From an optimization exercise on the open Yosys and OpenROAD flow, aimed at small area; shortcuts taken in it are not production practice. At most, simulation tests tie the RTL to the original design; equivalence was not proved. Function not checked in runs 4 to 7: the RTL went through the layout flow alone. Power is estimated from default activity; no workload was simulated.

==> flow/design.v <==
module ca_core (
    input  wire        clk,
    input  wire        rst,           
    output wire        imem_re,
    output wire [9:0]  imem_addr,
    input  wire [15:0] imem_rdata,
    output wire        dmem_re,
    output wire        dmem_we,
    output wire [15:0] dmem_addr,
    output wire [7:0]  dmem_wdata,
    input  wire [7:0]  dmem_rdata,
    output wire        halted,
    output wire        fault,
    output wire [15:0] fault_pc,
    output wire [15:0] fault_word,
    output wire        eff_valid,
    output wire [15:0] eff_pc,
    output wire        eff_reg_we,
    output wire [5:0]  eff_reg_idx,
    output wire [7:0]  eff_reg_val,
    output wire        eff_mem_we,
    output wire [10:0] eff_mem_addr,
    output wire [7:0]  eff_mem_val,
    output wire        eff_redirect,
    output wire [15:0] eff_target,
    output wire [4:0]  eff_sreg,
    output wire [4:0]  obs_sreg
);
    reg  [255:0] ring0;           
    reg  [255:0] ring1;           
    reg  [4:0]   cnt;             
    reg          clr;             
    reg  [9:0]   pc;
    reg          ovf;             
    reg          bvalid;          
    reg  [7:0]   breg;
    reg          sr_z, sr_n, sr_c, sr_v, sr_s;
    wire [15:0] w  = imem_rdata;
    wire [3:0]  op = w[15:12];
    wire [5:0]  rs = w[11:6];
    wire [5:0]  lo = w[5:0];
    wire op_add  = (op == 4'd0);
    wire op_sub  = (op == 4'd1);
    wire op_mul  = (op == 4'd2);
    wire op_movi = (op == 4'd3);
    wire op_beqz = (op == 4'd4);
    wire op_andi = (op == 4'd5);
    wire op_eor  = (op == 4'd6);
    wire op_br   = (op == 4'd7);
    wire op_sal  = (op == 4'd8);
    wire op_sar  = (op == 4'd9);
    wire op_ldr  = (op == 4'd10);
    wire op_str  = (op == 4'd11);
    wire rfmt    = op_add | op_sub | op_mul | op_eor | op_br;
    wire invalid = op[3] & op[2];
    wire endw    = (w == 16'h0000);
    wire [7:0] h0 = clr ? 8'h00 : ring0[7:0];
    wire [7:0] h1 = clr ? 8'h00 : ring1[7:0];
    wire [7:0] a     = rs[5] ? h1 : h0;
    wire [7:0] bhead = lo[5] ? h1 : h0;
    wire       rs_hit = (cnt == rs[4:0]);
    wire       rt_hit = (cnt == lo[4:0]);
    wire [7:0] b = rfmt ? breg : {lo[5], lo[5], lo};
    wire exec = !ovf && !invalid && !endw && rs_hit && (bvalid || !rfmt);
    wire [7:0] bx   = op_sub ? ~b : b;
    wire [8:0] sum  = {1'b0, a} + {1'b0, bx} + {8'd0, op_sub};
    wire [7:0] prod = a * b;
    wire       big  = lo[5] | lo[4] | lo[3];
    wire [7:0] shl  = a << lo[2:0];
    wire [7:0] shr  = $signed(a) >>> lo[2:0];
    reg [7:0] r;
    always @(*) begin
        case (op)
            4'd0, 4'd1: r = sum[7:0];
            4'd2:       r = prod;
            4'd5:       r = a & b;
            4'd6:       r = a ^ b;
            4'd8:       r = big ? 8'h00 : shl;
            4'd9:       r = big ? {8{a[7]}} : shr;
            4'd10:      r = dmem_rdata;
            default:    r = b;
        endcase
    end
    wire wr_reg = op_add | op_sub | op_mul | op_movi | op_andi | op_eor |
                  op_sal | op_sar | op_ldr;
    wire wr_zn  = op_add | op_sub | op_mul | op_andi | op_eor | op_sal | op_sar;
    wire wr_cvs = op_add | op_sub;
    wire c_new = op_sub ? !sum[8] : sum[8];
    wire v_new = (a[7] == bx[7]) && (sum[7] != a[7]);
    wire new_z = wr_zn  ? (r == 8'h00)   : sr_z;
    wire new_n = wr_zn  ? r[7]           : sr_n;
    wire new_c = wr_cvs ? c_new          : sr_c;
    wire new_v = wr_cvs ? v_new          : sr_v;
    wire new_s = wr_cvs ? (r[7] ^ v_new) : sr_s;
    wire        taken_beqz = op_beqz && (a == 8'h00);
    wire [15:0] inc  = {6'd0, pc} + {{10{taken_beqz & lo[5]}}, taken_beqz ? lo : 6'd0} + 16'd1;
    wire        redirect = taken_beqz | op_br;
    wire [15:0] target   = op_br ? {a, b} : inc;
    wire w0 = exec && wr_reg && !rs[5];
    wire w1 = exec && wr_reg &&  rs[5];
    always @(posedge clk) begin
        ring0 <= {(w0 ? r : h0), ring0[255:8]};
        ring1 <= {(w1 ? r : h1), ring1[255:8]};
        if (!bvalid)
            breg <= bhead;
        if (rst) begin
            cnt    <= 5'd0;
            clr    <= 1'b1;
            pc     <= 10'd0;
            ovf    <= 1'b0;
            bvalid <= 1'b0;
            sr_z   <= 1'b0;
            sr_n   <= 1'b0;
            sr_c   <= 1'b0;
            sr_v   <= 1'b0;
            sr_s   <= 1'b0;
        end else begin
            cnt <= cnt + 5'd1;
            if (cnt == 5'd31)
                clr <= 1'b0;
            bvalid <= !exec && (bvalid || rt_hit);
            if (exec) begin
                sr_z <= new_z;
                sr_n <= new_n;
                sr_c <= new_c;
                sr_v <= new_v;
                sr_s <= new_s;
                pc   <= target[9:0];
                ovf  <= |target[15:10];
            end
        end
    end
    assign imem_re   = 1'b1;
    assign imem_addr = pc;
    assign dmem_re    = 1'b1;
    assign dmem_we    = exec && op_str;
    assign dmem_addr  = {{10{lo[5]}}, lo};
    assign dmem_wdata = a;
    assign halted     = ovf || endw;
    assign fault      = !ovf && invalid;
    assign fault_pc   = {6'd0, pc};
    assign fault_word = w;
    assign eff_valid    = exec;
    assign eff_pc       = {6'd0, pc};
    assign eff_reg_we   = wr_reg;
    assign eff_reg_idx  = rs;
    assign eff_reg_val  = r;
    assign eff_mem_we   = op_str && !lo[5];
    assign eff_mem_addr = {{5{lo[5]}}, lo};
    assign eff_mem_val  = a;
    assign eff_redirect = redirect;
    assign eff_target   = target;
    assign eff_sreg     = {new_c, new_v, new_n, new_s, new_z};
    assign obs_sreg = {sr_c, sr_v, sr_n, sr_s, sr_z};
endmodule
==> flow/run.sh <==
#!/bin/bash
# synth_recipe.tcl (not shown) runs the flow's synth.tcl, then flattens the netlist and writes it again
# the make line also repeats each setting of config.mk as NAME=value (left out here)
make -C /OpenROAD-flow-scripts/flow DESIGN_CONFIG=/design/flow/config.mk WORK_HOME=/design/flow/orfs CLKGATE_MAP_FILE= SYNTH_SCRIPT=/design/flow/synth_recipe.tcl finish
==> flow/config.mk <==
export PLATFORM = sky130hd
export DESIGN_NAME = ca_core
export DESIGN_NICKNAME = ca_core
export VERILOG_FILES = /design/flow/design.v
export SDC_FILE = /design/flow/constraint.sdc
export NUM_CORES = 4
export LEC_CHECK = 0
export CAP_MARGIN = 20
export CORE_MARGIN = 2
export CORE_UTILIZATION = 30
export SLEW_MARGIN = 20
==> flow/constraint.sdc <==
create_clock -name core_clock -period 10.0 [get_ports {clk}]
set_input_delay 2.0000 -clock core_clock [delete_from_list [all_inputs] [get_ports {clk}]]
set_output_delay 2.0000 -clock core_clock [all_outputs]
set_load 0.01 [all_outputs]
==> results.yml, run 1 <==
run_status:
  status: "timing/DRC/antenna clean"
sta:
  setup_viol: 0
  min_period_over_period_pct: 98.0
  holdWs_ns: 0.305
  fmax_ghz: 0.102
  min_period_ns: 9.80
  rsz0062_at_grt: "false"
  fin_setup_tns_ns: 0
  slew_viol_final: 0
  final_hold_viol_count: 0
  max_slew.worst_pin.slew_ns: 1.03
  relSlewSlack_pct: 31.0
  fin_worst_skew_ns: 0.0228
global_routing:
  grt_usage_pct: 14.3
  grt_max_degree: 27
  overflow: 0
  antenna_found_initial: 0
  grt_pass1_vias: 9915
  grt_pass1_wl_um: 61800
worst_setup_path:
  cp-end-kind: "primary output"
  reg2reg_from: "clr"
  cp.required_ns: 8.00
  arrival_ns: 7.80
  reg2reg_depth: 21
  r2r_setup_slack_ns: 4.30
  reg2reg_to: "sr_n"
  cp_max_fo: 7
  worstSetupPathType: "primary input to primary output"
  crit_path_start_kind: "primary input"
min_path:
  hold_path_depth: 0
  hp-start: "ring1[11]"
  min_path_type: "register to register"
  hold_end: "ring1[3]"
route:
  drt-vias-per-instance: 4.29
  wl_per_cell_um: 17.6
  initialDrtViolationCount: 497
  dr_total_vias: 10088
  routed_wl_um: 41400
  ant_nets: 0
  dr.pass1.iters: 4
  drcViolationCount: 0
layout:
  design_area_um2: 21100
  areaGrowthSynthToFinish_pct: 26.3
  drive_gt1_share_pct: 16.1
  antennaDiodeCount: 0
  final_nets: 1647
  fin_cells: 2354
clock_tree:
  cts_hold_buf: 0
  clkSlewWorstSetupHoldPaths_ns: 0.06
  cts_buffers: 52
  clock_latency_ns: 0.59
  htreeDepth: 2
  clockBufferDepth: 3
  clock-sinks: 543
  root_buffer: "clkbuf_16"
  cts_tree: "done"
yosys:
  synth_common_cells: "dfxtp_1, buf_4, nor2_1"
  synth-main-ff-cell: "dfxtp_1"
  ys_seq_elements: 543
  synth_cells: 1378
  synth_area_leaders: "dfxtp_1, buf_4, ha_1"
  yosysMostFrequentCell: "dfxtp_1"
  synth_enable_flop_cells: 8
  synth_area_um2: 16700
  ys_seq_area_share_pct: 65.5
  yosysUniqueCellTypes: 86
  postSynth.asyncResetShare_pct: 0
  postSynthAreaPerCell_um2: 12.1
  yosys.area.top_type: "dfxtp_1"
  yosysWarnings: 1
  synth_top_area_share_pct: 64.0
placed_design:
  place_congestion: 0.916
  port_buffers: 161
  dp_hpwl_um: 30500
  place_area_um2: 19200
  placed_cells: 2251
die:
  dieHeight_um: 240
  core_area_um2: 55100
  die_x_um: 240
  io_pins: 176
  initial_core_util_pct: 30.4
  die-area_um2: 57700
  num_rows: 86
power_and_ir_drop:
  power.density_nw_per_um2: 209
  p_total_mw: 4.41
  p_leak_nw: 8.70
  peakVddDrop_uv: 124
flow_run:
  drv_cap: 0
## cell usage in the layout (no fill, tap or decap), types with 10 or more instances in the layout
master	netlist	final
clkdlybuf4s50_1	0	154
ha_1	44	43
nor2_1	67	67
a21o_1	13	12
o21ai_0	44	44
nor2b_1	13	13
xor2_1	17	17
clkbuf_16	0	52
clkbuf_8	0	11
conb_1	2	14
inv_1	63	60
nand3_1	28	28
dfxtp_1	535	535
mux2i_1	34	32
buf_4	102	104
xnor2_1	25	25
nor3_1	20	20
a211oi_1	10	10
nand2_1	64	64
fa_1	14	12
a21oi_1	45	41
## cell families after synthesis
logic type / synth area share, %
adders and majority gates: 4.97
buffers and inverters: 7.49
DFF: 65.5
muxes: 3.38
AOI/OAI and AO/OA: 8.58
and+or+nand+nor: 7.48
other: 0.0449
xor gates and xnor gates: 2.60
## state kept, by name (all words and copies together) (netlist names)
signal / flops
breg: 8
bvalid: 1
clr: 1
cnt: 5
ovf: 1
pc: 10
ring0: 256
ring1: 256
sr_c: 1
sr_n: 1
sr_s: 1
sr_v: 1
sr_z: 1
## layout make-up
| cell class | instances | area [um^2] |
|---|---|---|
| Tap cell | 748 | 936 |
| Clock inverter | 26 | 313 |
| Multi-Input combinational cell | 626 | 4680 |
| Fill cell | 5305 | 34000 |
| Timing Repair Buffer | 271 | 2500 |
| Sequential cell | 543 | 11000 |
| Clock buffer | 71 | 1480 |
| Inverter | 69 | 259 |
## through the flow
| stage | util (%) | worst slack (ns) |
|---|---|---|
| global placement | 34.8 | -0.531 |
| finish | 38.4 | 0.203 |
| CTS | 38.2 | 0.0102 |
| detailed placement | 34.8 | -0.571 |
| floorplan | - | 0.505 |
| global route | 38.4 | 0.00160 |
## per-layer routing
layer  GRT usage (%)  vias to the layer above  part of all wire, %
met5               0                        -                    0
met4            5.97                        0                  3.6
met3            2.76                       60                  4.5
met2            23.2                      284                   46
met1            18.7                     4828                   46
li1                -                     4916                    -
## power by group
part / internal [mW] / leakage [nW] / switching [mW]
sequential: 2.18 / 4.41 / 0.00610
clock: 1.16 / 0.871 / 0.811
combinational: 0.112 / 3.42 / 0.140
## worst max-delay path, cell delays in order
cell,delay [ns]
clkdlybuf4s50_1,0.46
buf_4,0.16
o21bai_1,0.08
a32o_1,0.31
a21oi_4,0.18
ha_2,0.20
inv_1,0.05
fa_1,0.52
inv_1,0.05
ha_1,0.29
fa_1,0.54
inv_1,0.06
fa_1,0.52
inv_1,0.04
ha_1,0.32
xor2_1,0.19
o311ai_0,0.51
nand2_1,0.14
a32oi_2,0.36
buf_4,0.25
clkdlybuf4s50_1,0.55
## worst max-delay path by stage
stage                                end  cells after the start      startpoint
after floorplan              eff_sreg[1]                     24  imem_rdata[13]
after global placement       eff_sreg[0]                     26  imem_rdata[14]
after detailed placement     eff_sreg[0]                     26  imem_rdata[14]
after CTS                    eff_sreg[0]                     26  imem_rdata[14]
after global routing      eff_reg_val[6]                     23  imem_rdata[11]
final                     eff_reg_val[6]                     21  imem_rdata[15]
## repair_timing
| item | CTS | global route |
|---|---|---|
| endpoints found under the setup margin | 5 | 8 |
| setup buffers | 2 | 3 |
| gates resized for setup | 21 | 17 |
| pin swaps | 4 | 5 |
| cloned | 0 | 1 |
==> inputs of run 2 (changes only) <==
--- a/flow/config.mk
+++ b/flow/config.mk
@@ -7,5 +7,6 @@
 export LEC_CHECK = 0
 export CAP_MARGIN = 20
 export CORE_MARGIN = 2
-export CORE_UTILIZATION = 30
+export CORE_UTILIZATION = 60
+export CTS_BUF_LIST = sky130_fd_sc_hd__clkbuf_4
 export SLEW_MARGIN = 20
==> results.yml, run 2 <==
run_status:
  status: "timing/DRC/antenna clean"
worst_setup_path:
  crit_path_top_delay_cell: "fa_1"
  reg2reg_from: "ring1[3]"
  path_delay_family: "adder cells"
  cp-startpoint: "imem_rdata[13]"
  cp_num_buf_inv: 11
  critPathMaxStageDelay_ns: 0.52
  cp_max_fo: 6
  crit_path_start_kind: "primary input"
  worstSetupPathType: "primary input to primary output"
  crit_top_cell: "inv_1"
  r2r_setup_slack_ns: 4.13
  cp-end-kind: "primary output"
  cp.required_ns: 8.00
  arrival_ns: 7.78
route:
  dr.pass1.iters: 7
  initialDrtViolationCount: 790
  wl_per_cell_um: 20.6
  wl_met2_um: 20800
  dr_total_vias: 10844
  wl_met3_um: 2470
  wl_met1_um: 17800
  drcViolationCount: 0
  routed_wl_um: 42800
  drt-vias-per-instance: 5.22
  maxUsedRoutingLayer: "met4"
  ant_nets: 0
layout:
  layout_commonest_cell: "dfxtp_1"
  final_nets: 1711
  reg_top3: "ring0 (256), ring1 (256), pc (10)"
  drive_gt1_share_pct: 19.9
  utilization_pct: 73.0
  fin_cells: 2076
  final_cell_mix: "dfxtp_1, clkbuf_4, clkdlybuf4s50_1"
  areaGrowthSynthToFinish_pct: 20.6
  design_area_um2: 20200
  fillers: 1856
power_and_ir_drop:
  power.density_nw_per_um2: 197
  peakVddDrop_uv: 177
  p_leak_nw: 8.64
sta:
  fin_setup_tns_ns: 0
  setup_viol: 0
  slew_viol_final: 0
  holdWs_ns: 0.284
  fmax_ghz: 0.102
  min_period_over_period_pct: 97.8
  fin_worst_skew_ns: 0.0478
  relSlewSlack_pct: 28.7
  final_hold_viol_count: 0
  max_slew.worst_pin.slew_ns: 1.07
  rsz0062_at_grt: "false"
  min_period_ns: 9.78
global_routing:
  grt_max_degree: 29
  grt_usage_pct: 29.8
  grt_pass1_vias: 11198
  antenna_found_initial: 1
  overflow: 0
  grt_pass1_wl_um: 64900
min_path:
  hp-start: "ring1[57]"
  min_path_type: "register to register"
clock_tree:
  cts_buffers: 114
  clockBufferDepth: 3
  clock_latency_ns: 0.79
  cts_hold_buf: 0
  clkSlewWorstSetupHoldPaths_ns: 0.07
  clock-sinks: 543
  cts_tree: "done"
  htreeDepth: 3
  root_buffer: "clkbuf_4"
die:
  die_x_um: 171
  core_area_um2: 27600
  initial_core_util_pct: 60.5
  dieHeight_um: 171
  io_pins: 176
  die-area_um2: 29200
  num_rows: 61
yosys:
  synth_top_area_share_pct: 64.0
  synth_enable_flop_cells: 8
  synth_area_um2: 16700
  postSynth.asyncResetShare_pct: 0
  yosysMostFrequentCell: "dfxtp_1"
  synth_common_cells: "dfxtp_1, buf_4, nor2_1"
  synth-main-ff-cell: "dfxtp_1"
  yosysUniqueCellTypes: 86
  synth_area_leaders: "dfxtp_1, buf_4, ha_1"
  postSynthAreaPerCell_um2: 12.1
  ys_seq_area_share_pct: 65.5
  yosysWarnings: 1
  synth_cells: 1378
  ys_seq_elements: 543
  yosys.area.top_type: "dfxtp_1"
placed_design:
  placed_cells: 1886
  place_area_um2: 18700
  dp_hpwl_um: 29200
  port_buffers: 161
  place_congestion: 0.952
flow_run:
  drv_cap: 0
[run 2: cell counts after synthesis]
Identical to the previous run, type by type.
[run 2: final cells by class]
type	count	area (um^2)	share of cell area (%)
inverters	69	259	1.28
flip-flops and latches	543	11000	54.3
clock inverters	26	179	0.887
diodes	1	2.50	0.0124
clock buffers	160	1200	5.95
multi-input cells	626	4660	23.1
repair buffers	273	2450	12.1
well taps	378	473	2.34
[run 2: worst reg2reg max path: cells and delay by family (launching register included)]
kind                     cells  cell delay, ns
adder cells (fa/ha/maj)      6            2.38
AND/OR/NAND/NOR              3            1.07
buffers and inverters        7            0.74
flip-flops                   1            0.46
XOR/XNOR                     2            0.43
AO/OA/AOI/OAI                3            0.42
multiplexers                 2            0.33
[run 2: kinds of logic (layout without fill, tap and decap cells)]
group / Yosys count / count (layout) / share of synthesized area [%]
compound gates: 206 / 206 / 8.58
xor+xnor: 45 / 45 / 2.60
fa+ha+maj: 58 / 58 / 4.97
buf+inv: 221 / 528 / 7.49
flops: 543 / 543 / 65.5
mux: 48 / 48 / 3.38
other cells: 2 / 15 / 0.0449
simple gates: 255 / 255 / 7.48
[run 2: worst paths after layout]
check | to | depth (start not counted)
min | ring1[49] | 0
max | eff_sreg[0] | 27
min reg2reg | ring1[49] | 0
max reg2reg | sr_n | 23
[run 2: routing by layer]
metal	up-vias	GRT usage, %
met4	0	13.4
li1	5060	-
met3	98	5.25
met1	5242	37.5
met2	444	50.4
met5	-	0
[run 2: where the power goes]
| part | leakage, nW | switching, mW | internal [mW] | total (mW) |
|---|---|---|---|---|
| registers | 4.41 | 0.00714 | 2.18 | 2.18 |
| clock network | 0.826 | 0.815 | 0.747 | 1.56 |
| logic | 3.40 | 0.130 | 0.105 | 0.236 |
| total | 8.64 | 0.952 | 3.03 | 3.98 |
[run 2: what timing repair did]
action	4_1_cts	5_1_grt
pin swaps	4	1
setup endpoints to repair	6	5
cloned	0	0
resized for setup	18	11
setup buffers	1	2
[run 2: stage by stage]
| stage | total power, mW | setup slack, ns |
|---|---|---|
| floorplan | 2.36 | 0.505 |
| global placement | 2.46 | -0.622 |
| detailed placement | 2.46 | -0.757 |
| CTS | 4.02 | 0.0152 |
| global route | 4.13 | 0.00523 |
| finish | 3.98 | 0.224 |
==> inputs of run 3 (changes only) <==
--- a/flow/config.mk
+++ b/flow/config.mk
@@ -7,6 +7,7 @@
 export LEC_CHECK = 0
 export CAP_MARGIN = 20
 export CORE_MARGIN = 2
-export CORE_UTILIZATION = 60
-export CTS_BUF_LIST = sky130_fd_sc_hd__clkbuf_4
+export CORE_UTILIZATION = 50
+export CTS_BUF_LIST = sky130_fd_sc_hd__clkbuf_2 sky130_fd_sc_hd__clkbuf_4
+export GPL_TIMING_DRIVEN = 0
 export SLEW_MARGIN = 20
==> results.yml, run 3 <==
power_and_ir_drop:
  power.density_nw_per_um2: 192
  power_frac_seq_pct: 55.0
  p_total_mw: 3.97
  combPwrFrac_pct: 6.1
  p_switching_uw: 900
  clkPwrFrac_pct: 38.9
  switching_share_pct: 22.7
  peakVddDrop_uv: 199
  p_leak_nw: 8.82
  intPower_mw: 3.07
worst_setup_path:
  cp-end-kind: "primary output"
  critPathMaxStageDelay_ns: 0.52
  crit_path_start_kind: "primary input"
  cp_max_fo: 9
  cp.required_ns: 8.00
  crit_path_top_delay_cell: "fa_1"
  crit_chain: "buf_6 -> mux2i_1 -> or2_4 -> inv_1 -> and2_1 -> ha_1 -> fa_1 -> ha_1 -> inv_1 -> fa_1 -> inv_1 -> fa_1 -> a21o_1 -> a21oi_4 -> xnor2_2 -> xnor3_1 -> or4_4 -> mux2i_4 -> o21ai_4 -> inv_2 -> xnor2_1 -> o21ai_1 -> buf_4 -> dlygate4sd2_1"
  worstSetupPathType: "primary input to primary output"
  arrival_ns: 7.80
die:
  dieHeight_um: 187
  die_x_um: 187
  die-area_um2: 34900
  io_pins: 176
  initial_core_util_pct: 51.2
  num_rows: 66
  core_area_um2: 32700
placed_design:
  place_area_um2: 18900
  place_congestion: 0.920
  placed_cells: 1988
  dp_hpwl_um: 28000
  post-place-ws_ns: -1.76
  port_buffers: 156
sta:
  slew_viol_final: 0
  final_hold_viol_count: 0
  fin_setup_tns_ns: 0
  min_period_ns: 9.80
  setup_viol: 0
  relSlewSlack_pct: 42.6
  setup_ws_ns: 0.204
  fin_worst_skew_ns: 0.0963
  min_period_over_period_pct: 98.0
  holdWs_ns: 0.276
  fmax_ghz: 0.102
  max_slew.worst_pin.slew_ns: 0.861
layout:
  utilization_pct: 63.1
  fillers: 2674
  design_area_um2: 20600
  multi_input_area_um2: 4740
  drive_gt1_share_pct: 22.2
  seqCellArea_um2: 11000
  final_nets: 1761
  final_cell_mix: "dfxtp_1, clkbuf_4, clkdlybuf4s50_1"
  layout_commonest_cell: "dfxtp_1"
  reg_top3: "ring0 (256), ring1 (256), pc (10)"
  fin_cells: 2202
  areaGrowthSynthToFinish_pct: 23.3
global_routing:
  overflow: 0
  grt_max_degree: 21
  grt_pass1_vias: 10723
  grt_usage_pct: 22.3
  antenna_found_initial: 2
  grt_pass1_wl_um: 60500
yosys:
  yosysMostFrequentCell: "dfxtp_1"
  synth_top_family_by_area: "compound AO/OA/AOI/OAI gates"
  synth_cells: 1378
  synth_enable_flop_cells: 8
  synth_common_cells: "dfxtp_1, buf_4, nor2_1"
  synth_area_um2: 16700
  synth_xor_area_share_pct: 2.60
  synth-simple-area-share_pct: 7.48
  yosys.area.top_type: "dfxtp_1"
  synthAdderAreaFrac_pct: 4.97
  synth_compound_area_share_pct: 8.58
  postSynthAreaPerCell_um2: 12.1
  yosysWarnings: 1
  ys_seq_area_share_pct: 65.5
  synth-main-ff-cell: "dfxtp_1"
  yosysUniqueCellTypes: 86
  synth_area_leaders: "dfxtp_1, buf_4, ha_1"
  muxShareOfSynthArea_pct: 3.38
  synth_top_area_share_pct: 64.0
  postSynth.asyncResetShare_pct: 0
  ys_seq_elements: 543
clock_tree:
  clock-sinks: 543
  root_buffer: "clkbuf_4"
  clkSlewWorstSetupHoldPaths_ns: 0.06
  clock_latency_ns: 0.77
  clockBufferDepth: 3
  cts_tree: "done"
  cts_buffers: 116
  htreeDepth: 3
run_status:
  status: "timing/DRC/antenna clean"
route:
  drt-vias-per-instance: 4.82
  initialDrtViolationCount: 585
  drcViolationCount: 0
  dr_total_vias: 10608
  routed_wl_um: 39000
  wl_per_cell_um: 17.7
  ant_nets: 0
  dr.pass1.iters: 5
flow_run:
  drv_cap: 0
min_path:
  min_path_type: "register to register"
run 3: cell counts after synthesis:
Identical to the previous run, type by type.
run 3: cell families after synthesis:
logic type | after synthesis
compound gates | 206
xor+xnor | 45
fa+ha+maj | 58
buf+inv | 221
flops | 543
mux | 48
other cells | 2
simple gates | 255
run 3: power by group through the flow:
stage / Combinational, mW / Clock [mW] / Sequential (mW)
after global routing: 0.259 / 1.73 / 2.18
after detailed placement: 0.226 / 0 / 2.23
final: 0.243 / 1.54 / 2.18
after global placement: 0.227 / 0 / 2.23
after floorplan: 0.129 / 0 / 2.23
after CTS: 0.238 / 1.61 / 2.18
run 3: path summary, 6_finish.rpt:
path	startpoint	end	slack [ns]	cells after the start
setup / recovery	imem_rdata[11]	eff_sreg[1]	0.20	24
hold reg to reg	ring0[35]	ring0[27]	0.28	0
setup reg to reg	ring1[2]	ring0[255]	3.89	23
hold / removal	ring0[35]	ring0[27]	0.28	0
run 3: what timing repair did:
action                     CTS  global route
hold buffers                 0             0
setup buffers                8             6
pin swaps                    8             9
gates cloned                 0             0
setup endpoints to repair    8             5
resized for setup           42            38
run 3: final cells by class:
type / count / share of cell area (%)
diodes: 1 / 0.0121
flip-flops and latches: 543 / 53.1
clock inverters: 31 / 0.843
repair buffers: 170 / 8.00
clock buffers: 169 / 6.15
plain buffers: 151 / 4.95
well taps: 442 / 2.68
multi-input cells: 626 / 23.0
inverters: 69 / 1.27
run 3: worst max-delay path: cells and delay by family:
| kind | cells | cell delay (ns) |
|---|---|---|
| AO/OA/AOI/OAI | 4 | 0.59 |
| XOR/XNOR | 3 | 0.56 |
| adder cells (fa/ha/maj) | 5 | 1.95 |
| buffers and inverters | 7 | 1.01 |
| multiplexers | 2 | 0.64 |
| AND/OR/NAND/NOR | 3 | 0.98 |
run 3: routing by layer:
metal	track usage, %	vias to the layer above	wire length (um)
met5	0	-	18
met4	7.78	2	844
met3	5.37	62	2380
met2	37.3	357	18500
met1	28.4	5001	17300
li1	-	5186	-
==> inputs of run 4 (changes only) <==
--- a/flow/design.v
+++ b/flow/design.v
@@ -64,19 +64,24 @@
     wire exec = !ovf && !invalid && !endw && rs_hit && (bvalid || !rfmt);
     wire [7:0] bx   = op_sub ? ~b : b;
     wire [8:0] sum  = {1'b0, a} + {1'b0, bx} + {8'd0, op_sub};
-    wire [7:0] prod = a * b;
-    wire       big  = lo[5] | lo[4] | lo[3];
-    wire [7:0] shl  = a << lo[2:0];
-    wire [7:0] shr  = $signed(a) >>> lo[2:0];
+    wire       shift = op_sal | op_sar;
+    wire       big   = lo[5] | lo[4] | lo[3];
+    wire [7:0] arev  = {a[0], a[1], a[2], a[3], a[4], a[5], a[6], a[7]};
+    wire [7:0] onehot = big ? 8'h00 : (8'h01 << lo[2:0]);
+    wire [7:0] fill   = big ? 8'hff : (8'h01 << lo[2:0]) - 8'h01;
+    wire [7:0] mx    = op_sar ? arev : a;
+    wire [7:0] my    = shift ? onehot : b;
+    wire [7:0] prod  = mx * my;
+    wire [7:0] prs   = prod | (fill & {8{a[7] & op_sar}});
+    wire [7:0] srev  = {prs[0], prs[1], prs[2], prs[3], prs[4], prs[5], prs[6], prs[7]};
     reg [7:0] r;
     always @(*) begin
         case (op)
             4'd0, 4'd1: r = sum[7:0];
-            4'd2:       r = prod;
+            4'd2, 4'd8: r = prod;
             4'd5:       r = a & b;
             4'd6:       r = a ^ b;
-            4'd8:       r = big ? 8'h00 : shl;
-            4'd9:       r = big ? {8{a[7]}} : shr;
+            4'd9:       r = srev;
             4'd10:      r = dmem_rdata;
             default:    r = b;
         endcase
==> flow/flow/run.sh (new file) <==
#!/bin/bash
# Standard ORFS layout (the standard.sh) with three changes:
#  - ports are buffered with sky130_fd_sc_hd__buf_1 instead of the default
#    buffer_ports choice,
#  - clock tree synthesis builds larger sink clusters and adds no dummy loads.
set -uo pipefail
export BUFFER_PORTS_ARGS="-buffer_cell sky130_fd_sc_hd__buf_1"
export CTS_ARGS="-sink_clustering_enable -repair_clock_nets -dont_use_dummy_load -buf_list sky130_fd_sc_hd__clkbuf_16 -sink_clustering_size 30 -sink_clustering_max_diameter 100"
bash standard.sh > standard.log 2>&1
==> flow/standard.sh (new file) <==
#!/bin/bash
# synth_recipe.tcl (not shown) runs the flow's synth.tcl, then flattens the netlist and writes it again
# the make line also repeats each setting of config.mk as NAME=value (left out here)
make -C /OpenROAD-flow-scripts/flow DESIGN_CONFIG=/design/flow/config.mk WORK_HOME=/design/flow/orfs CLKGATE_MAP_FILE= SYNTH_SCRIPT=/design/flow/synth_recipe.tcl "${@:-finish}"
--- a/flow/config.mk
+++ b/flow/config.mk
@@ -7,7 +7,5 @@
 export LEC_CHECK = 0
 export CAP_MARGIN = 20
 export CORE_MARGIN = 2
-export CORE_UTILIZATION = 50
-export CTS_BUF_LIST = sky130_fd_sc_hd__clkbuf_2 sky130_fd_sc_hd__clkbuf_4
-export GPL_TIMING_DRIVEN = 0
+export CORE_UTILIZATION = 55
 export SLEW_MARGIN = 20
removed: flow/run.sh
==> results.yml, run 4 <==
run_status:
  status: "timing/DRC/antenna clean"
min_path:
  hold_end: "ring1[86]"
  hp-start: "ring1[94]"
  min_path_type: "register to register"
  hold_path_depth: 0
worst_setup_path:
  cp-end-kind: "primary output"
  cp.required_ns: 8.00
  crit_path_start_kind: "primary input"
  worstSetupPathType: "primary input to primary output"
  r2r_setup_slack_ns: 4.37
  reg2reg_depth: 20
  reg2reg_to: "sr_s"
  arrival_ns: 7.67
  reg2reg_from: "breg[0]"
  cp_max_fo: 42
sta:
  rsz0062_at_grt: "false"
  max_slew.worst_pin.slew_ns: 0.983
  final_hold_viol_count: 0
  setup_viol: 0
  min_period_ns: 9.67
  relSlewSlack_pct: 34.2
  fin_worst_skew_ns: 0.0343
  setup_ws_ns: 0.327
  holdWs_ns: 0.296
  fin_setup_tns_ns: 0
  min_period_over_period_pct: 96.7
  fmax_ghz: 0.103
  slew_viol_final: 0
clock_tree:
  clock_latency_ns: 0.54
  cts_buffers: 22
  clkSlewWorstSetupHoldPaths_ns: 0.10
  clock-sinks: 543
  clockBufferDepth: 3
  cts_hold_buf: 0
  cts_tree: "done"
  htreeDepth: 1
  root_buffer: "clkbuf_16"
placed_design:
  place_congestion: 0.896
  port_buffers: 161
  dp_hpwl_um: 23200
  place_area_um2: 17000
  placed_cells: 1820
  post-place-ws_ns: 0.217
global_routing:
  grt_usage_pct: 20.7
  grt_max_degree: 43
  grt_pass1_vias: 8459
  overflow: 0
  grt_pass1_wl_um: 49600
  antenna_found_initial: 0
layout:
  antennaDiodeCount: 0
  fillers: 2424
  final_nets: 1538
  final_cell_mix: "dfxtp_1, buf_1, nor2_1"
  layout_commonest_cell: "dfxtp_1"
  design_area_um2: 17600
  utilization_pct: 59.6
  fin_cells: 1842
  areaGrowthSynthToFinish_pct: 7.37
  drive_gt1_share_pct: 7.51
  reg_top3: "ring0 (256), ring1 (256), pc (10)"
route:
  drt-vias-per-instance: 4.93
  wl_per_cell_um: 17.5
  dr_total_vias: 9087
  drcViolationCount: 0
  routed_wl_um: 32300
  initialDrtViolationCount: 537
  ant_nets: 0
  dr.pass1.iters: 5
yosys:
  ys_seq_elements: 543
  postSynth.asyncResetShare_pct: 0
  yosysMostFrequentCell: "dfxtp_1"
  yosysWarnings: 1
  ys_seq_area_share_pct: 66.9
  synth_area_leaders: "dfxtp_1, buf_4, ha_1"
  synth-main-ff-cell: "dfxtp_1"
  yosys.area.top_type: "dfxtp_1"
  synth_area_um2: 16400
  yosysUniqueCellTypes: 79
  synth_enable_flop_cells: 8
  synth_cells: 1346
  postSynthAreaPerCell_um2: 12.2
  synth_top_area_share_pct: 65.5
  synth_common_cells: "dfxtp_1, buf_4, nor2_1"
power_and_ir_drop:
  p_leak_nw: 7.20
  power.density_nw_per_um2: 189
  peakVddDrop_uv: 196
  p_total_mw: 3.32
die:
  die-area_um2: 31100
  core_area_um2: 29500
  io_pins: 176
  dieHeight_um: 176
  num_rows: 63
  die_x_um: 176
  initial_core_util_pct: 55.5
flow_run:
  drv_cap: 0
[run 4: kinds of logic after synthesis]
kind of cell / count (synthesis) / share of synthesized area, %
xor gates and xnor gates: 47 / 2.69
AOI/OAI and AO/OA: 190 / 7.51
DFF: 543 / 66.9
adders and majority gates: 58 / 5.08
other: 2 / 0.0459
muxes: 34 / 2.09
and+or+nand+nor: 263 / 8.29
buffers and inverters: 209 / 7.35
[run 4: where the power goes]
group	internal (mW)	switching [mW]
logic	0.0598	0.120
registers	2.17	0.00484
clock network	0.397	0.569
[run 4: routing by layer]
| layer | vias to the layer above | track usage (%) | part of all wire [%] |
|---|---|---|---|
| met3 | 44 | 3.36 | 5.7 |
| li1 | 4515 | - | - |
| met1 | 4263 | 29.9 | 48 |
| met4 | 0 | 5.03 | 2.2 |
| met5 | - | 0 | 0 |
| met2 | 265 | 32.8 | 44 |
[run 4: worst max path at each step]
stage	start	endpoint	slack, ns	cells after the start
finish	imem_rdata[13]	eff_sreg[1]	0.33	24
detailed placement	imem_rdata[15]	eff_sreg[1]	0.22	23
global placement	imem_rdata[15]	eff_sreg[1]	0.25	24
CTS	imem_rdata[15]	eff_sreg[1]	0.20	23
floorplan	imem_rdata[12]	eff_sreg[1]	0.81	24
global route	imem_rdata[3]	eff_sreg[1]	0.002	24
[run 4: final cells by class]
class / count / area (um^2) / share of cell area [%]
tap: 390 / 488 / 2.78
sequential: 543 / 11000 / 62.3
clock buffer: 22 / 551 / 3.13
multi-input combinational: 606 / 4280 / 24.4
timing repair buffer: 218 / 1060 / 6.04
inverter: 63 / 236 / 1.35
[run 4: worst max-delay path: stages]
cell	delay [ns]
buf_1	0.10
buf_12	0.18
or3b_1	0.41
nor3_2	0.15
nand2_1	0.13
and2_1	0.22
or2_2	0.31
fa_1	0.49
inv_1	0.04
ha_1	0.29
fa_1	0.54
inv_1	0.06
fa_1	0.53
inv_1	0.04
ha_1	0.31
a21oi_1	0.17
xnor2_1	0.15
xnor2_1	0.15
xnor2_1	0.14
xnor3_1	0.45
a21o_1	0.25
xor2_1	0.21
o21ai_1	0.16
buf_1	0.17
[run 4: what timing repair did]
item / in CTS / in global routing
resized for setup: 0 / 5
endpoints found under the hold margin: 0 / 0
endpoints found under the setup margin: 0 / 4
setup buffers: 0 / 0
==> inputs of run 5 (changes only) <==
--- a/flow/design.v
+++ b/flow/design.v
@@ -60,18 +60,19 @@
     wire [7:0] bhead = lo[5] ? h1 : h0;
     wire       rs_hit = (cnt == rs[4:0]);
     wire       rt_hit = (cnt == lo[4:0]);
-    wire [7:0] b = rfmt ? breg : {lo[5], lo[5], lo};
-    wire exec = !ovf && !invalid && !endw && rs_hit && (bvalid || !rfmt);
+    wire       shift  = op_sal | op_sar;
+    wire       big    = lo[5] | lo[4] | lo[3];
+    wire [7:0] onehot = big ? 8'h00 : (8'h01 << lo[2:0]);
+    wire [7:0] bsrc   = rfmt ? bhead : shift ? onehot : {lo[5], lo[5], lo};
+    wire       bready = !rfmt || rt_hit;
+    wire [7:0] b      = breg;
+    wire exec = !ovf && !invalid && !endw && rs_hit && bvalid;
     wire [7:0] bx   = op_sub ? ~b : b;
     wire [8:0] sum  = {1'b0, a} + {1'b0, bx} + {8'd0, op_sub};
-    wire       shift = op_sal | op_sar;
-    wire       big   = lo[5] | lo[4] | lo[3];
     wire [7:0] arev  = {a[0], a[1], a[2], a[3], a[4], a[5], a[6], a[7]};
-    wire [7:0] onehot = big ? 8'h00 : (8'h01 << lo[2:0]);
-    wire [7:0] fill   = big ? 8'hff : (8'h01 << lo[2:0]) - 8'h01;
+    wire [7:0] fill  = big ? 8'hff : (8'h01 << lo[2:0]) - 8'h01;
     wire [7:0] mx    = op_sar ? arev : a;
-    wire [7:0] my    = shift ? onehot : b;
-    wire [7:0] prod  = mx * my;
+    wire [7:0] prod  = mx * b;
     wire [7:0] prs   = prod | (fill & {8{a[7] & op_sar}});
     wire [7:0] srev  = {prs[0], prs[1], prs[2], prs[3], prs[4], prs[5], prs[6], prs[7]};
     reg [7:0] r;
@@ -107,7 +108,7 @@
         ring0 <= {(w0 ? r : h0), ring0[255:8]};
         ring1 <= {(w1 ? r : h1), ring1[255:8]};
         if (!bvalid)
-            breg <= bhead;
+            breg <= bsrc;
         if (rst) begin
             cnt    <= 5'd0;
             clr    <= 1'b1;
@@ -123,7 +124,7 @@
             cnt <= cnt + 5'd1;
             if (cnt == 5'd31)
                 clr <= 1'b0;
-            bvalid <= !exec && (bvalid || rt_hit);
+            bvalid <= !exec && (bvalid || bready);
             if (exec) begin
                 sr_z <= new_z;
                 sr_n <= new_n;
==> results.yml, run 5 <==
run_status:
  status: "timing/DRC/antenna clean"
min_path:
  min_path_type: "register to register"
  hp-start: "ring0[225]"
clock_tree:
  cts_tree: "done"
  cts_hold_buf: 0
  clkSlewWorstSetupHoldPaths_ns: 0.10
  clock-sinks: 543
  clockBufferDepth: 3
  post_cts_buffers: 0
  htreeDepth: 1
  root_buffer: "clkbuf_16"
  clock_latency_ns: 0.55
  cts_buffers: 22
  post_cts_resized: 0
sta:
  min_period_ns: 9.67
  relSlewSlack_pct: 32.6
  fin_setup_tns_ns: 0
  max_slew.worst_pin.slew_ns: 1.01
  fin_worst_skew_ns: 0.0608
  min_period_over_period_pct: 96.7
  rsz0062_at_grt: "false"
  final_hold_viol_count: 0
  fmax_ghz: 0.103
  setup_viol: 0
  slew_viol_final: 0
die:
  io_pins: 176
  die_x_um: 175
  dieHeight_um: 175
  core_area_um2: 28700
  die-area_um2: 30500
  initial_core_util_pct: 55.9
  num_rows: 62
power_and_ir_drop:
  peakVddDrop_uv: 179
  power.density_nw_per_um2: 194
  p_total_mw: 3.30
  p_leak_nw: 6.86
global_routing:
  overflow: 0
  antenna_found_initial: 1
  grt_pass1_wl_um: 44600
  grt_max_degree: 31
  grt_usage_pct: 18.7
  grt_pass1_vias: 8031
route:
  initialDrtViolationCount: 598
  drt-vias-per-instance: 4.88
  routed_wl_um: 28700
  wl_per_cell_um: 16.3
  dr_total_vias: 8601
  drcViolationCount: 0
  ant_nets: 0
  dr.pass1.iters: 6
placed_design:
  port_buffers: 161
  dp_hpwl_um: 20000
  place_congestion: 0.895
worst_setup_path:
  cp-startpoint: "imem_rdata[11]"
  worstSetupPathType: "primary input to primary output"
  arrival_ns: 7.67
  crit_path_start_kind: "primary input"
  reg2reg_from: "clr"
  cp-end-kind: "primary output"
  cp_max_fo: 7
  r2r_setup_slack_ns: 4.22
  cp.required_ns: 8.00
yosys:
  ys_seq_area_share_pct: 68.3
  synth_top_family_by_area: "simple AND/OR/NAND/NOR gates"
  ys_seq_elements: 543
  yosysMostFrequentCell: "dfxtp_1"
  synth_area_leaders: "dfxtp_1, buf_4, ha_1"
  yosys.area.top_type: "dfxtp_1"
  synth_area_um2: 16000
  yosysUniqueCellTypes: 70
  synth_cells: 1300
  postSynthAreaPerCell_um2: 12.3
  postSynth.asyncResetShare_pct: 0
  synth-simple-area-share_pct: 8.32
  synth_top_area_share_pct: 66.8
  synth_compound_area_share_pct: 6.27
  muxShareOfSynthArea_pct: 2.20
  synth_common_cells: "dfxtp_1, buf_4, nand2_1"
  synth_enable_flop_cells: 8
  synth-main-ff-cell: "dfxtp_1"
  synthAdderAreaFrac_pct: 5.18
  synth_xor_area_share_pct: 2.66
  yosysWarnings: 1
layout:
  reg_top3: "ring0 (256), ring1 (256), pc (10)"
  antennaDiodeCount: 0
  layout_commonest_cell: "dfxtp_1"
  fillers: 2387
  final_nets: 1463
  areaGrowthSynthToFinish_pct: 5.95
  final_cell_mix: "dfxtp_1, buf_1, nand2_1"
  drive_gt1_share_pct: 5.23
flow_run:
  drv_cap: 0
-- run 5: critical path: stages --
cell	delay (ns)
buf_1	0.39
buf_4	0.25
mux2i_1	0.09
nor2_1	0.22
nand2_1	0.09
nand2_1	0.19
nand2_1	0.09
fa_1	0.42
fa_1	0.54
inv_1	0.05
fa_1	0.47
inv_1	0.05
fa_1	0.53
inv_1	0.04
ha_1	0.31
a21oi_1	0.20
xnor2_1	0.22
xnor2_1	0.19
xnor3_2	0.43
a21oi_4	0.35
nand4_1	0.27
nand2_1	0.12
buf_1	0.16
-- run 5: cells by family after synthesis --
family | after synthesis
DFF | 543
and+or+nand+nor | 269
buffers and inverters | 194
AOI/OAI and AO/OA | 153
adders and majority gates | 58
xor gates and xnor gates | 47
muxes | 34
other | 2
-- run 5: final cells by class --
class	instances	area, um^2	area share [%]
Inverter	51	191	1.13
Clock buffer	22	551	3.24
Sequential cell	543	11000	64.5
Multi-Input combinational cell	575	4020	23.7
Tap cell	384	480	2.83
Timing Repair Buffer	186	792	4.66
-- run 5: metal layers --
metal / vias up / GRT usage, % / share of wire (%) / routed length [um]
li1: 4295 / - / - / -
met1: 4051 / 27.5 / 49 / 14000
met2: 207 / 28.5 / 43 / 12400
met3: 48 / 3.26 / 5.4 / 1550
met4: 0 / 5.21 / 2.5 / 728
met5: - / 0 / 0 / 0
-- run 5: through the flow --
stage                     instances  util [%]  area [um^2]  setup slack [ns]  hold slack [ns]
after floorplan                1312         -        16100             0.985            0.310
after global placement         1739      57.2        16400             0.371            0.310
after detailed placement       1739      57.2        16400             0.319            0.312
after CTS                      1761      59.2        17000             0.317            0.298
after global routing           1761      59.2        17000            0.0882            0.302
final                          1761      59.2        17000             0.331            0.303
-- run 5: final timing paths --
check	endpoint	cells past startpoint
min	ring0[217]	0
max	eff_sreg[0]	23
min reg2reg	ring0[217]	0
max reg2reg	sr_s	18
-- run 5: power breakdown --
| group | internal, mW | switching [mW] |
|---|---|---|
| Clock | 0.396 | 0.574 |
| Combinational | 0.0484 | 0.0894 |
| Sequential | 2.18 | 0.0182 |
| Total | 2.62 | 0.682 |
==> inputs of run 6 (changes only) <==
==> flow/flow/run.sh (replaced) <==
#!/bin/bash
# Standard ORFS layout (the standard.sh) with three changes:
#  - ports are buffered with sky130_fd_sc_hd__buf_1 instead of the default
#    buffer_ports choice,
#  - the netlist's buffers are removed at floorplan, placement is not
#    timing driven,
#  - clock tree synthesis builds larger sink clusters and adds no dummy loads.
set -uo pipefail
export BUFFER_PORTS_ARGS="-buffer_cell sky130_fd_sc_hd__buf_1"
export REMOVE_ABC_BUFFERS=1
export CTS_ARGS="-sink_clustering_enable -repair_clock_nets -dont_use_dummy_load -buf_list sky130_fd_sc_hd__clkbuf_16 -sink_clustering_size 30 -sink_clustering_max_diameter 100"
bash standard.sh > standard.log 2>&1
--- a/flow/config.mk
+++ b/flow/config.mk
@@ -8,4 +8,5 @@
 export CAP_MARGIN = 20
 export CORE_MARGIN = 2
 export CORE_UTILIZATION = 55
+export GPL_TIMING_DRIVEN = 0
 export SLEW_MARGIN = 20
==> results.yml, run 6 <==
worst_setup_path:
  reg2reg_to: "sr_z"
  cp-endpoint: "eff_sreg[0]"
  crit_path_start_kind: "primary input"
  cp-end-kind: "primary output"
  reg2reg_depth: 19
  cp-startpoint: "imem_rdata[15]"
  worstSetupPathType: "primary input to primary output"
  arrival_ns: 7.61
  cp_max_fo: 24
  reg2reg_from: "ring1[2]"
  cp.required_ns: 8.00
  r2r_setup_slack_ns: 4.35
clock_tree:
  htreeDepth: 1
  clock_latency_ns: 0.55
  cts_hold_buf: 0
  root_buffer: "clkbuf_16"
  cts_buffers: 22
  clockBufferDepth: 3
  clock-sinks: 543
  cts_tree: "done"
  clkSlewWorstSetupHoldPaths_ns: 0.10
sta:
  max_slew.worst_pin.slew_ns: 1.08
  fin_worst_skew_ns: 0.0308
  slew_viol_final: 0
  fin_setup_tns_ns: 0
  setup_viol: 0
  final_hold_viol_count: 0
  relSlewSlack_pct: 27.5
  fmax_ghz: 0.104
  holdWs_ns: 0.306
  min_period_over_period_pct: 96.1
  min_period_ns: 9.61
  rsz0062_at_grt: "false"
power_and_ir_drop:
  power_frac_seq_pct: 66.4
  power.density_nw_per_um2: 195
  p_leak_nw: 6.81
  peakVddDrop_uv: 168
  clkPwrFrac_pct: 29.5
  p_total_mw: 3.30
  intPower_mw: 2.62
  p_switching_uw: 683
  switching_share_pct: 20.7
  combPwrFrac_pct: 4.1
layout:
  final_nets: 1446
  layout_commonest_cell: "dfxtp_1"
  reg_top3: "ring0 (256), ring1 (256), pc (10)"
  fillers: 2395
  drive_gt1_share_pct: 5.51
  final_cell_mix: "dfxtp_1, buf_1, nand2_1"
  areaGrowthSynthToFinish_pct: 5.79
  antennaDiodeCount: 0
yosys:
  yosysWarnings: 1
  synth_area_leaders: "dfxtp_1, buf_4, ha_1"
  postSynthAreaPerCell_um2: 12.3
  synth_cells: 1300
  synth_common_cells: "dfxtp_1, buf_4, nand2_1"
  synth-main-ff-cell: "dfxtp_1"
  yosysMostFrequentCell: "dfxtp_1"
  synth_top_area_share_pct: 66.8
  ys_seq_elements: 543
  ys_seq_area_share_pct: 68.3
  synth_area_um2: 16000
  yosysUniqueCellTypes: 70
  synth_enable_flop_cells: 8
  postSynth.asyncResetShare_pct: 0
  yosys.area.top_type: "dfxtp_1"
die:
  num_rows: 62
  core_area_um2: 28700
  dieHeight_um: 175
  die_x_um: 175
  initial_core_util_pct: 55.9
  io_pins: 176
  die-area_um2: 30500
route:
  dr_total_vias: 8661
  wl_per_cell_um: 16.8
  drt-vias-per-instance: 4.97
  dr.pass1.iters: 5
  ant_nets: 0
  routed_wl_um: 29200
  initialDrtViolationCount: 460
  drcViolationCount: 0
min_path:
  min_path_type: "register to register"
global_routing:
  antenna_found_initial: 1
  grt_max_degree: 34
  grt_usage_pct: 19.2
  overflow: 0
  grt_pass1_vias: 8139
  grt_pass1_wl_um: 45600
placed_design:
  dp_hpwl_um: 20100
  port_buffers: 161
  place_congestion: 0.882
run_status:
  status: "timing/DRC/antenna clean"
flow_run:
  drv_cap: 0
[run 6: cell counts after synthesis]
Identical to the previous run, type by type.
[run 6: logic make-up after synthesis]
logic type	count (synthesis)	synth area share, %
mux	34	2.20
other cells	2	0.0468
simple gates	269	8.32
flops	543	68.3
buf+inv	194	7.02
xor+xnor	47	2.66
compound gates	153	6.27
fa+ha+maj	58	5.18
[run 6: how the worst min path moves through the flow]
stage | start | to | slack, ns | cells after the start
after floorplan | ring0[8] | ring0[0] | 0.31 | 0
after global placement | ring0[13] | ring0[5] | 0.31 | 0
after detailed placement | ring0[230] | ring0[222] | 0.31 | 0
after CTS | ring0[92] | ring0[84] | 0.30 | 0
after global routing | ring0[92] | ring0[84] | 0.31 | 0
final | ring0[173] | ring0[165] | 0.31 | 0
[run 6: power by group through the flow]
stage               clock network [mW]  logic [mW]  registers (mW)
finish                           0.973       0.135            2.19
global route                      1.09       0.148            2.19
floorplan                            0      0.0691            2.23
CTS                               1.01       0.135            2.19
detailed placement                   0       0.132            2.24
global placement                     0       0.131            2.24
[run 6: cell type report]
class,instances,area [um^2],share of cell area (%)
sequential,543,11000,64.6
multi-input combinational,575,4110,24.2
timing repair buffer,169,679,4.01
clock buffer,22,551,3.25
tap,384,480,2.83
inverter,51,191,1.13
[run 6: critical path, cell delays in order]
cell and delay (ns):
buf_2 0.45, and4bb_4 0.46, mux2_2 0.28, nand2_1 0.09
fa_1 0.43, fa_1 0.54, inv_1 0.05, fa_1 0.49
inv_1 0.06, fa_1 0.54, inv_1 0.05, ha_1 0.32
a21oi_1 0.17, xnor2_1 0.17, xnor2_1 0.18, xnor3_2 0.47
a211oi_4 0.41, nand4_1 0.18, nand2_1 0.11, buf_1 0.15
[run 6: what timing repair did]
item                                    in CTS  in global routing
endpoints found under the setup margin       7                  4
pin swaps                                    0                  2
setup buffers                                0                  5
resized for setup                           27                 10
cloned                                       0                  0
[run 6: per-stage QoR]
stage	instance area (um^2)	setup WS, ns	std cells	util [%]
detailed placement	16300	-0.956	1717	56.7
floorplan	15100	1.06	1169	-
CTS	16900	0.0495	1739	59.0
finish	17000	0.385	1744	59.1
global placement	16200	-0.897	1714	56.5
global route	17000	0.0152	1744	59.1
[run 6: routing by layer]
metal | track usage, % | vias to the layer above | part of all wire (%)
met1 | 27.1 | 4054 | 47
met3 | 3.44 | 61 | 7.2
li1 | - | 4248 | -
met5 | 0 | - | 0.027
met2 | 29.8 | 296 | 43
met4 | 6.98 | 2 | 3.2
==> inputs of run 7 (changes only) <==
--- a/flow/flow/run.sh
+++ b/flow/flow/run.sh
@@ -8,5 +8,5 @@
 set -uo pipefail
 export BUFFER_PORTS_ARGS="-buffer_cell sky130_fd_sc_hd__buf_1"
 export REMOVE_ABC_BUFFERS=1
-export CTS_ARGS="-sink_clustering_enable -repair_clock_nets -dont_use_dummy_load -buf_list sky130_fd_sc_hd__clkbuf_16 -sink_clustering_size 30 -sink_clustering_max_diameter 100"
+export CTS_ARGS='-sink_clustering_enable -repair_clock_nets -dont_use_dummy_load -buf_list {sky130_fd_sc_hd__clkbuf_8 sky130_fd_sc_hd__clkbuf_16} -sink_clustering_size 16 -sink_clustering_max_diameter 60'
 bash standard.sh > standard.log 2>&1
==> results.yml, run 7 <==
power_and_ir_drop:
  p_leak_nw: 7.04
  power.density_nw_per_um2: 212
  p_total_mw: 3.69
  peakVddDrop_uv: 169
sta:
  relSlewSlack_pct: 27.0
  slew_viol_final: 0
  setup_viol: 0
  final_hold_viol_count: 0
  min_period_ns: 9.62
  rsz0062_at_grt: "false"
  fin_worst_skew_ns: 0.0402
  max_slew.worst_pin.slew_ns: 1.09
  fmax_ghz: 0.104
  min_period_over_period_pct: 96.2
placed_design:
  place_congestion: 0.882
  dp_hpwl_um: 20100
  placed_cells: 1717
  port_buffers: 161
  place_area_um2: 16300
min_path:
  hold_path_depth: 0
  min_path_type: "register to register"
yosys:
  synth-main-ff-cell: "dfxtp_1"
  synth_enable_flop_cells: 8
  synth_area_leaders: "dfxtp_1, buf_4, ha_1"
  ys_seq_area_share_pct: 68.3
  synth_cells: 1300
  ys_seq_elements: 543
  yosysUniqueCellTypes: 70
  postSynthAreaPerCell_um2: 12.3
  yosysWarnings: 1
  synth_top_area_share_pct: 66.8
  synth_area_um2: 16000
  postSynth.asyncResetShare_pct: 0
  synth_common_cells: "dfxtp_1, buf_4, nand2_1"
  yosysMostFrequentCell: "dfxtp_1"
  yosys.area.top_type: "dfxtp_1"
global_routing:
  overflow: 0
  grt_usage_pct: 19.6
  grt_max_degree: 34
  grt_pass1_wl_um: 46400
  grt_pass1_vias: 8414
  antenna_found_initial: 1
worst_setup_path:
  reg2reg_depth: 19
  cp_max_fo: 24
  cp.required_ns: 8.00
  arrival_ns: 7.62
  worstSetupPathType: "primary input to primary output"
  cp-end-kind: "primary output"
  crit_path_start_kind: "primary input"
layout:
  fillers: 2356
  final_cell_mix: "dfxtp_1, buf_1, nand2_1"
  fin_cells: 1763
  design_area_um2: 17400
  final_nets: 1465
  utilization_pct: 60.7
  layout_commonest_cell: "dfxtp_1"
  reg_top3: "ring0 (256), ring1 (256), pc (10)"
  antennaDiodeCount: 0
  drive_gt1_share_pct: 6.82
  areaGrowthSynthToFinish_pct: 8.76
clock_tree:
  clockBufferDepth: 3
  cts_tree: "done"
  clkSlewWorstSetupHoldPaths_ns: 0.06
  clock_latency_ns: 0.53
  cts_buffers: 41
  clock-sinks: 543
  htreeDepth: 2
  root_buffer: "clkbuf_16"
  cts_hold_buf: 0
die:
  io_pins: 176
  core_area_um2: 28700
  die_x_um: 175
  dieHeight_um: 175
  initial_core_util_pct: 55.9
  num_rows: 62
  die-area_um2: 30500
route:
  drcViolationCount: 0
  wl_per_cell_um: 16.9
  initialDrtViolationCount: 494
  dr.pass1.iters: 6
  routed_wl_um: 29700
  dr_total_vias: 8856
  ant_nets: 0
  drt-vias-per-instance: 5.02
flow_run:
  drv_cap: 0
run_status:
  status: "timing/DRC/antenna clean"
run 7: stage by stage:
step	TNS [ns]	setup WS, ns	hold WS (ns)
global placement	-3.57	-0.897	0.310
global route	0	0.0153	0.308
floorplan	0	1.06	0.310
detailed placement	-3.91	-0.956	0.312
finish	0	0.381	0.302
CTS	0	0.0495	0.309
run 7: metal layers:
metal  vias up  share of wire, %  GRT usage, %
met4         2               3.6          8.02
li1       4298                 -             -
met2       347                43          30.1
met3        76               7.4          4.13
met5         -             0.027             0
met1      4133                46          27.1
run 7: kinds of logic (layout without fill, tap and decap cells):
kind of cell             count (synthesis)  count (layout)  share of synthesized area (%)
AO/OA/AOI/OAI                          153             153                           6.27
XOR/XNOR                                47              47                           2.66
adder cells (fa/ha/maj)                 58              58                           5.18
buffers and inverters                  194             261                           7.02
flip-flops                             543             543                           68.3
multiplexers                            34              34                           2.20
other                                    2              14                         0.0468
AND/OR/NAND/NOR                        269             269                           8.32
run 7: power breakdown:
group          internal [mW]  switching (mW)  total, mW
clock                  0.723           0.640       1.36
sequential              2.18          0.0163       2.19
combinational         0.0451          0.0906      0.136
total                   2.94           0.747       3.69
run 7: what timing repair did:
action / 4_1_cts / 5_1_grt
buffers inserted: 0 / 5
pin swaps: 0 / 2
endpoints found under the setup margin: 7 / 4
resized for setup: 27 / 10
run 7: area by class of cell:
type / instances / area, um^2 / area share, %
multi-input combinational: 575 / 4110 / 23.6
sequential: 543 / 11000 / 62.8
timing repair buffer: 169 / 679 / 3.90
inverter: 51 / 191 / 1.10
tap: 384 / 480 / 2.76
clock buffer: 41 / 1030 / 5.88
run 7: path summary, 6_finish.rpt:
kind | from | end | slack (ns)
setup / recovery | imem_rdata[15] | eff_sreg[0] | 0.38
hold / removal | ring0[17] | ring0[9] | 0.30
setup reg to reg | ring1[2] | sr_z | 4.36
hold reg to reg | ring0[17] | ring0[9] | 0.30
run 7: critical path, stage by stage:
cell	delay (ns)
buf_2	0.44
and4bb_4	0.46
mux2_2	0.28
nand2_1	0.09
fa_1	0.43
fa_1	0.54
inv_1	0.05
fa_1	0.49
inv_1	0.06
fa_1	0.54
inv_1	0.05
ha_1	0.32
a21oi_1	0.17
xnor2_1	0.17
xnor2_1	0.18
xnor3_2	0.47
a211oi_4	0.42
nand4_1	0.18
nand2_1	0.11
buf_1	0.15
==> inputs of run 8 (changes only) <==
--- a/flow/design.v
+++ b/flow/design.v
@@ -72,7 +72,33 @@
     wire [7:0] arev  = {a[0], a[1], a[2], a[3], a[4], a[5], a[6], a[7]};
     wire [7:0] fill  = big ? 8'hff : (8'h01 << lo[2:0]) - 8'h01;
     wire [7:0] mx    = op_sar ? arev : a;
-    wire [7:0] prod  = mx * b;
+    wire [7:0] pp [0:7];
+    genvar gj, gk;
+    generate for (gj = 0; gj < 8; gj = gj + 1) begin : g_pp
+        assign pp[gj] = b[gj] ? (mx << gj) : 8'd0;
+    end endgenerate
+    wire [7:0] rs_ [0:7];
+    wire [7:0] rc_ [0:7];
+    assign rs_[0] = pp[0];
+    assign rc_[0] = 8'd0;
+    generate for (gj = 1; gj < 8; gj = gj + 1) begin : g_row
+        for (gk = 0; gk < 8; gk = gk + 1) begin : g_col
+            wire x = rs_[gj-1][gk];
+            wire y = pp[gj][gk];
+            wire z = (gk == 0) ? 1'b0 : rc_[gj-1][gk-1];
+            assign rs_[gj][gk] = x ^ y ^ z;
+            assign rc_[gj][gk] = (x & y) | (z & (x ^ y));
+        end
+    end endgenerate
+    wire [8:0] fc;
+    wire [7:0] prod;
+    assign fc[0] = 1'b0;
+    generate for (gk = 0; gk < 8; gk = gk + 1) begin : g_fin
+        wire x = rs_[7][gk];
+        wire z = (gk == 0) ? 1'b0 : rc_[7][gk-1];
+        assign prod[gk] = x ^ z ^ fc[gk];
+        assign fc[gk+1] = (x & z) | (fc[gk] & (x ^ z));
+    end endgenerate
     wire [7:0] prs   = prod | (fill & {8{a[7] & op_sar}});
     wire [7:0] srev  = {prs[0], prs[1], prs[2], prs[3], prs[4], prs[5], prs[6], prs[7]};
     reg [7:0] r;
@@ -99,7 +125,18 @@
     wire new_v = wr_cvs ? v_new          : sr_v;
     wire new_s = wr_cvs ? (r[7] ^ v_new) : sr_s;
     wire        taken_beqz = op_beqz && (a == 8'h00);
-    wire [15:0] inc  = {6'd0, pc} + {{10{taken_beqz & lo[5]}}, taken_beqz ? lo : 6'd0} + 16'd1;
+    wire [5:0]  offs = taken_beqz ? lo : 6'd0;
+    wire        neg  = taken_beqz & lo[5];
+    wire [16:0] ic;
+    wire [15:0] inc;
+    wire [15:0] ia = {6'd0, pc};
+    wire [15:0] ib = {{10{neg}}, offs};
+    assign ic[0] = 1'b1;
+    genvar gi;
+    generate for (gi = 0; gi < 16; gi = gi + 1) begin : g_inc
+        assign inc[gi]    = ia[gi] ^ ib[gi] ^ ic[gi];
+        assign ic[gi + 1] = (ia[gi] & ib[gi]) | (ic[gi] & (ia[gi] ^ ib[gi]));
+    end endgenerate
     wire        redirect = taken_beqz | op_br;
     wire [15:0] target   = op_br ? {a, b} : inc;
     wire w0 = exec && wr_reg && !rs[5];
--- a/flow/flow/run.sh
+++ b/flow/flow/run.sh
@@ -8,5 +8,5 @@
 set -uo pipefail
 export BUFFER_PORTS_ARGS="-buffer_cell sky130_fd_sc_hd__buf_1"
 export REMOVE_ABC_BUFFERS=1
-export CTS_ARGS='-sink_clustering_enable -repair_clock_nets -dont_use_dummy_load -buf_list {sky130_fd_sc_hd__clkbuf_8 sky130_fd_sc_hd__clkbuf_16} -sink_clustering_size 16 -sink_clustering_max_diameter 60'
+export CTS_ARGS="-sink_clustering_enable -repair_clock_nets -dont_use_dummy_load -buf_list sky130_fd_sc_hd__clkbuf_16 -sink_clustering_size 30 -sink_clustering_max_diameter 100"
 bash standard.sh > standard.log 2>&1
--- a/flow/config.mk
+++ b/flow/config.mk
@@ -5,6 +5,7 @@
 export SDC_FILE = /design/flow/constraint.sdc
 export NUM_CORES = 4
 export LEC_CHECK = 0
+export ABC_AREA = 1
 export CAP_MARGIN = 20
 export CORE_MARGIN = 2
 export CORE_UTILIZATION = 55
==> results.yml, run 8 <==
yosys:
  postSynthAreaPerCell_um2: 11.5
  synth_enable_flop_cells: 8
  synth_cells: 1353
  synth_top_family_by_area: "simple AND/OR/NAND/NOR gates"
  synth_common_cells: "dfxtp_1, nand2_1, inv_1"
  synth_area_leaders: "dfxtp_1, nand2_1, buf_4"
  ys_seq_area_share_pct: 70.3
  synth_top_area_share_pct: 68.7
  yosysMostFrequentCell: "dfxtp_1"
  yosys.area.top_type: "dfxtp_1"
  synth_compound_area_share_pct: 4.57
  synthAdderAreaFrac_pct: 5.22
  muxShareOfSynthArea_pct: 0
  synth_area_um2: 15600
  yosysWarnings: 1
  yosysUniqueCellTypes: 50
  ys_seq_elements: 543
  synth_xor_area_share_pct: 0.675
  synth-main-ff-cell: "dfxtp_1"
  synth-simple-area-share_pct: 10.9
  postSynth.asyncResetShare_pct: 0
sta:
  slew_viol_final: 0
  min_period_ns: 9.68
  holdWs_ns: 0.323
  min_period_over_period_pct: 96.8
  final_hold_viol_count: 0
  fmax_ghz: 0.103
  setup_viol: 0
  fin_worst_skew_ns: 0.0520
  rsz0062_at_grt: "false"
  max_slew.worst_pin.slew_ns: 0.840
  relSlewSlack_pct: 43.6
clock_tree:
  cts_tree: "done"
  cts_hold_buf: 0
  root_buffer: "clkbuf_16"
  clock_latency_ns: 0.55
  clock-sinks: 543
  htreeDepth: 1
  cts_buffers: 22
  clockBufferDepth: 3
  clkSlewWorstSetupHoldPaths_ns: 0.10
route:
  drt-vias-per-instance: 4.76
  wl_per_cell_um: 16.0
  dr.pass1.iters: 5
  dr_total_vias: 8650
  drcViolationCount: 0
  ant_nets: 0
  initialDrtViolationCount: 634
  routed_wl_um: 29100
die:
  core_area_um2: 27900
  io_pins: 176
  num_rows: 61
  die-area_um2: 29700
  initial_core_util_pct: 55.9
  die_x_um: 172
  dieHeight_um: 172
placed_design:
  port_buffers: 161
  placed_cells: 1790
  dp_hpwl_um: 20900
  place_area_um2: 15900
  place_congestion: 0.903
min_path:
  hp-start: "ring1[204]"
  min_path_type: "register to register"
  hold_path_depth: 0
  hold_end: "ring1[196]"
power_and_ir_drop:
  power_frac_seq_pct: 65.6
  switching_share_pct: 21.5
  peakVddDrop_uv: 161
  power.density_nw_per_um2: 203
  p_total_mw: 3.34
  combPwrFrac_pct: 5.3
  p_leak_nw: 6.88
  clkPwrFrac_pct: 29.1
  intPower_mw: 2.62
  p_switching_uw: 717
layout:
  fin_cells: 1816
  final_cell_mix: "dfxtp_1, nand2_1, buf_1"
  reg_top3: "ring0 (256), ring1 (256), pc (10)"
  utilization_pct: 59.1
  final_nets: 1516
  areaGrowthSynthToFinish_pct: 5.66
  antennaDiodeCount: 0
  layout_commonest_cell: "dfxtp_1"
  multi_input_area_um2: 3380
  seqCellArea_um2: 11000
  fillers: 2373
  drive_gt1_share_pct: 5.08
  design_area_um2: 16500
worst_setup_path:
  cp.required_ns: 8.00
  worstSetupPathType: "primary input to primary output"
  r2r_setup_slack_ns: 3.31
  reg2reg_depth: 28
  reg2reg_from: "clr"
  cp-end-kind: "primary output"
  crit_path_start_kind: "primary input"
  arrival_ns: 7.68
  cp_max_fo: 15
  reg2reg_to: "ovf"
run_status:
  status: "timing/DRC/antenna clean"
global_routing:
  overflow: 0
  antenna_found_initial: 0
  grt_usage_pct: 19.3
  grt_pass1_vias: 7825
  grt_pass1_wl_um: 43300
  grt_max_degree: 31
flow_run:
  drv_cap: 0
## run 8: changes by cell type after synthesis, moves of 17 or more
cell	before	now
clkbuf_1	29	2
nand2_1	75	217
nor2_1	58	76
ha_1	44	25
nand3_1	25	45
xnor2_1	31	4
inv_1	49	111
mux2i_1	26	0
nor2b_1	23	0
nand2b_1	17	0
## run 8: how the worst max path moves through the flow
stage                   to  slack [ns]      startpoint
4_1_cts        eff_sreg[0]        0.09  imem_rdata[11]
6_report       eff_sreg[0]        0.32  imem_rdata[11]
2_1_floorplan  eff_sreg[2]        1.42  imem_rdata[11]
3_5_place_dp   eff_sreg[0]       -0.26  imem_rdata[11]
5_1_grt        eff_sreg[0]        0.06  imem_rdata[15]
3_3_place_gp   eff_sreg[0]       -0.24  imem_rdata[11]
## run 8: routing by layer
metal | GRT usage, % | wire, um
met2 | 28.4 | 12300
met1 | 29.7 | 14600
met5 | 0 | 0
met3 | 2.88 | 1440
met4 | 5.12 | 759
## run 8: layout make-up
class                           count  area share [%]
Sequential cell                   543            66.5
Multi-Input combinational cell    585            20.5
Timing Repair Buffer              165            3.88
Clock buffer                       22            3.34
Tap cell                          378            2.87
Inverter                          123            2.84
## run 8: metrics by stage
| stage | setup slack, ns | setup TNS [ns] |
|---|---|---|
| finish | 0.318 | 0 |
| global route | 0.0553 | 0 |
| CTS | 0.0893 | 0 |
| detailed placement | -0.261 | -0.895 |
| global placement | -0.239 | -0.701 |
| floorplan | 1.42 | 0 |
## run 8: critical path: stages
cell	delay [ns]
clkbuf_4	0.27
clkinvlp_4	0.23
buf_4	0.18
nand2_1	0.05
nand2_1	0.30
nand2_1	0.18
nand2_2	0.09
inv_1	0.08
nor2_1	0.04
ha_1	0.31
fa_1	0.51
fa_1	0.53
fa_1	0.43
inv_1	0.07
fa_1	0.43
fa_1	0.46
xor2_1	0.17
nand3b_1	0.13
nand2_1	0.08
nand3b_1	0.16
nand2_1	0.09
nand2_1	0.09
nand3_1	0.09
nand2_1	0.05
nand2_1	0.25
nand3_2	0.16
nand2_2	0.09
buf_1	0.15
## run 8: power by group through the flow
stage	clock network [mW]	registers (mW)	logic (mW)
global route	1.07	2.19	0.197
finish	0.973	2.19	0.177
CTS	1.01	2.19	0.175
detailed placement	0	2.24	0.173
floorplan	0	2.23	0.0994
global placement	0	2.24	0.172
## run 8: repair_timing
item | 4_1_cts | 5_1_grt
setup buffers | 0 | 4
gates resized for setup | 2 | 6
endpoints found under the setup margin | 6 | 6
## run 8: logic make-up after synthesis
| group | Yosys count |
|---|---|
| AND/OR/NAND/NOR | 391 |
| other | 2 |
| flip-flops | 543 |
| XOR/XNOR | 12 |
| AO/OA/AOI/OAI | 118 |
| adder cells (fa/ha/maj) | 50 |
| buffers and inverters | 237 |

Check on run 8: ideal ports give 0.318 ns setup slack; a clkbuf_16 on the clock port and buf_2 on the inputs give 0.292 ns; moving port delays by the midpoint clock arrival (0.578 ns) as well gives 0.292 ns.
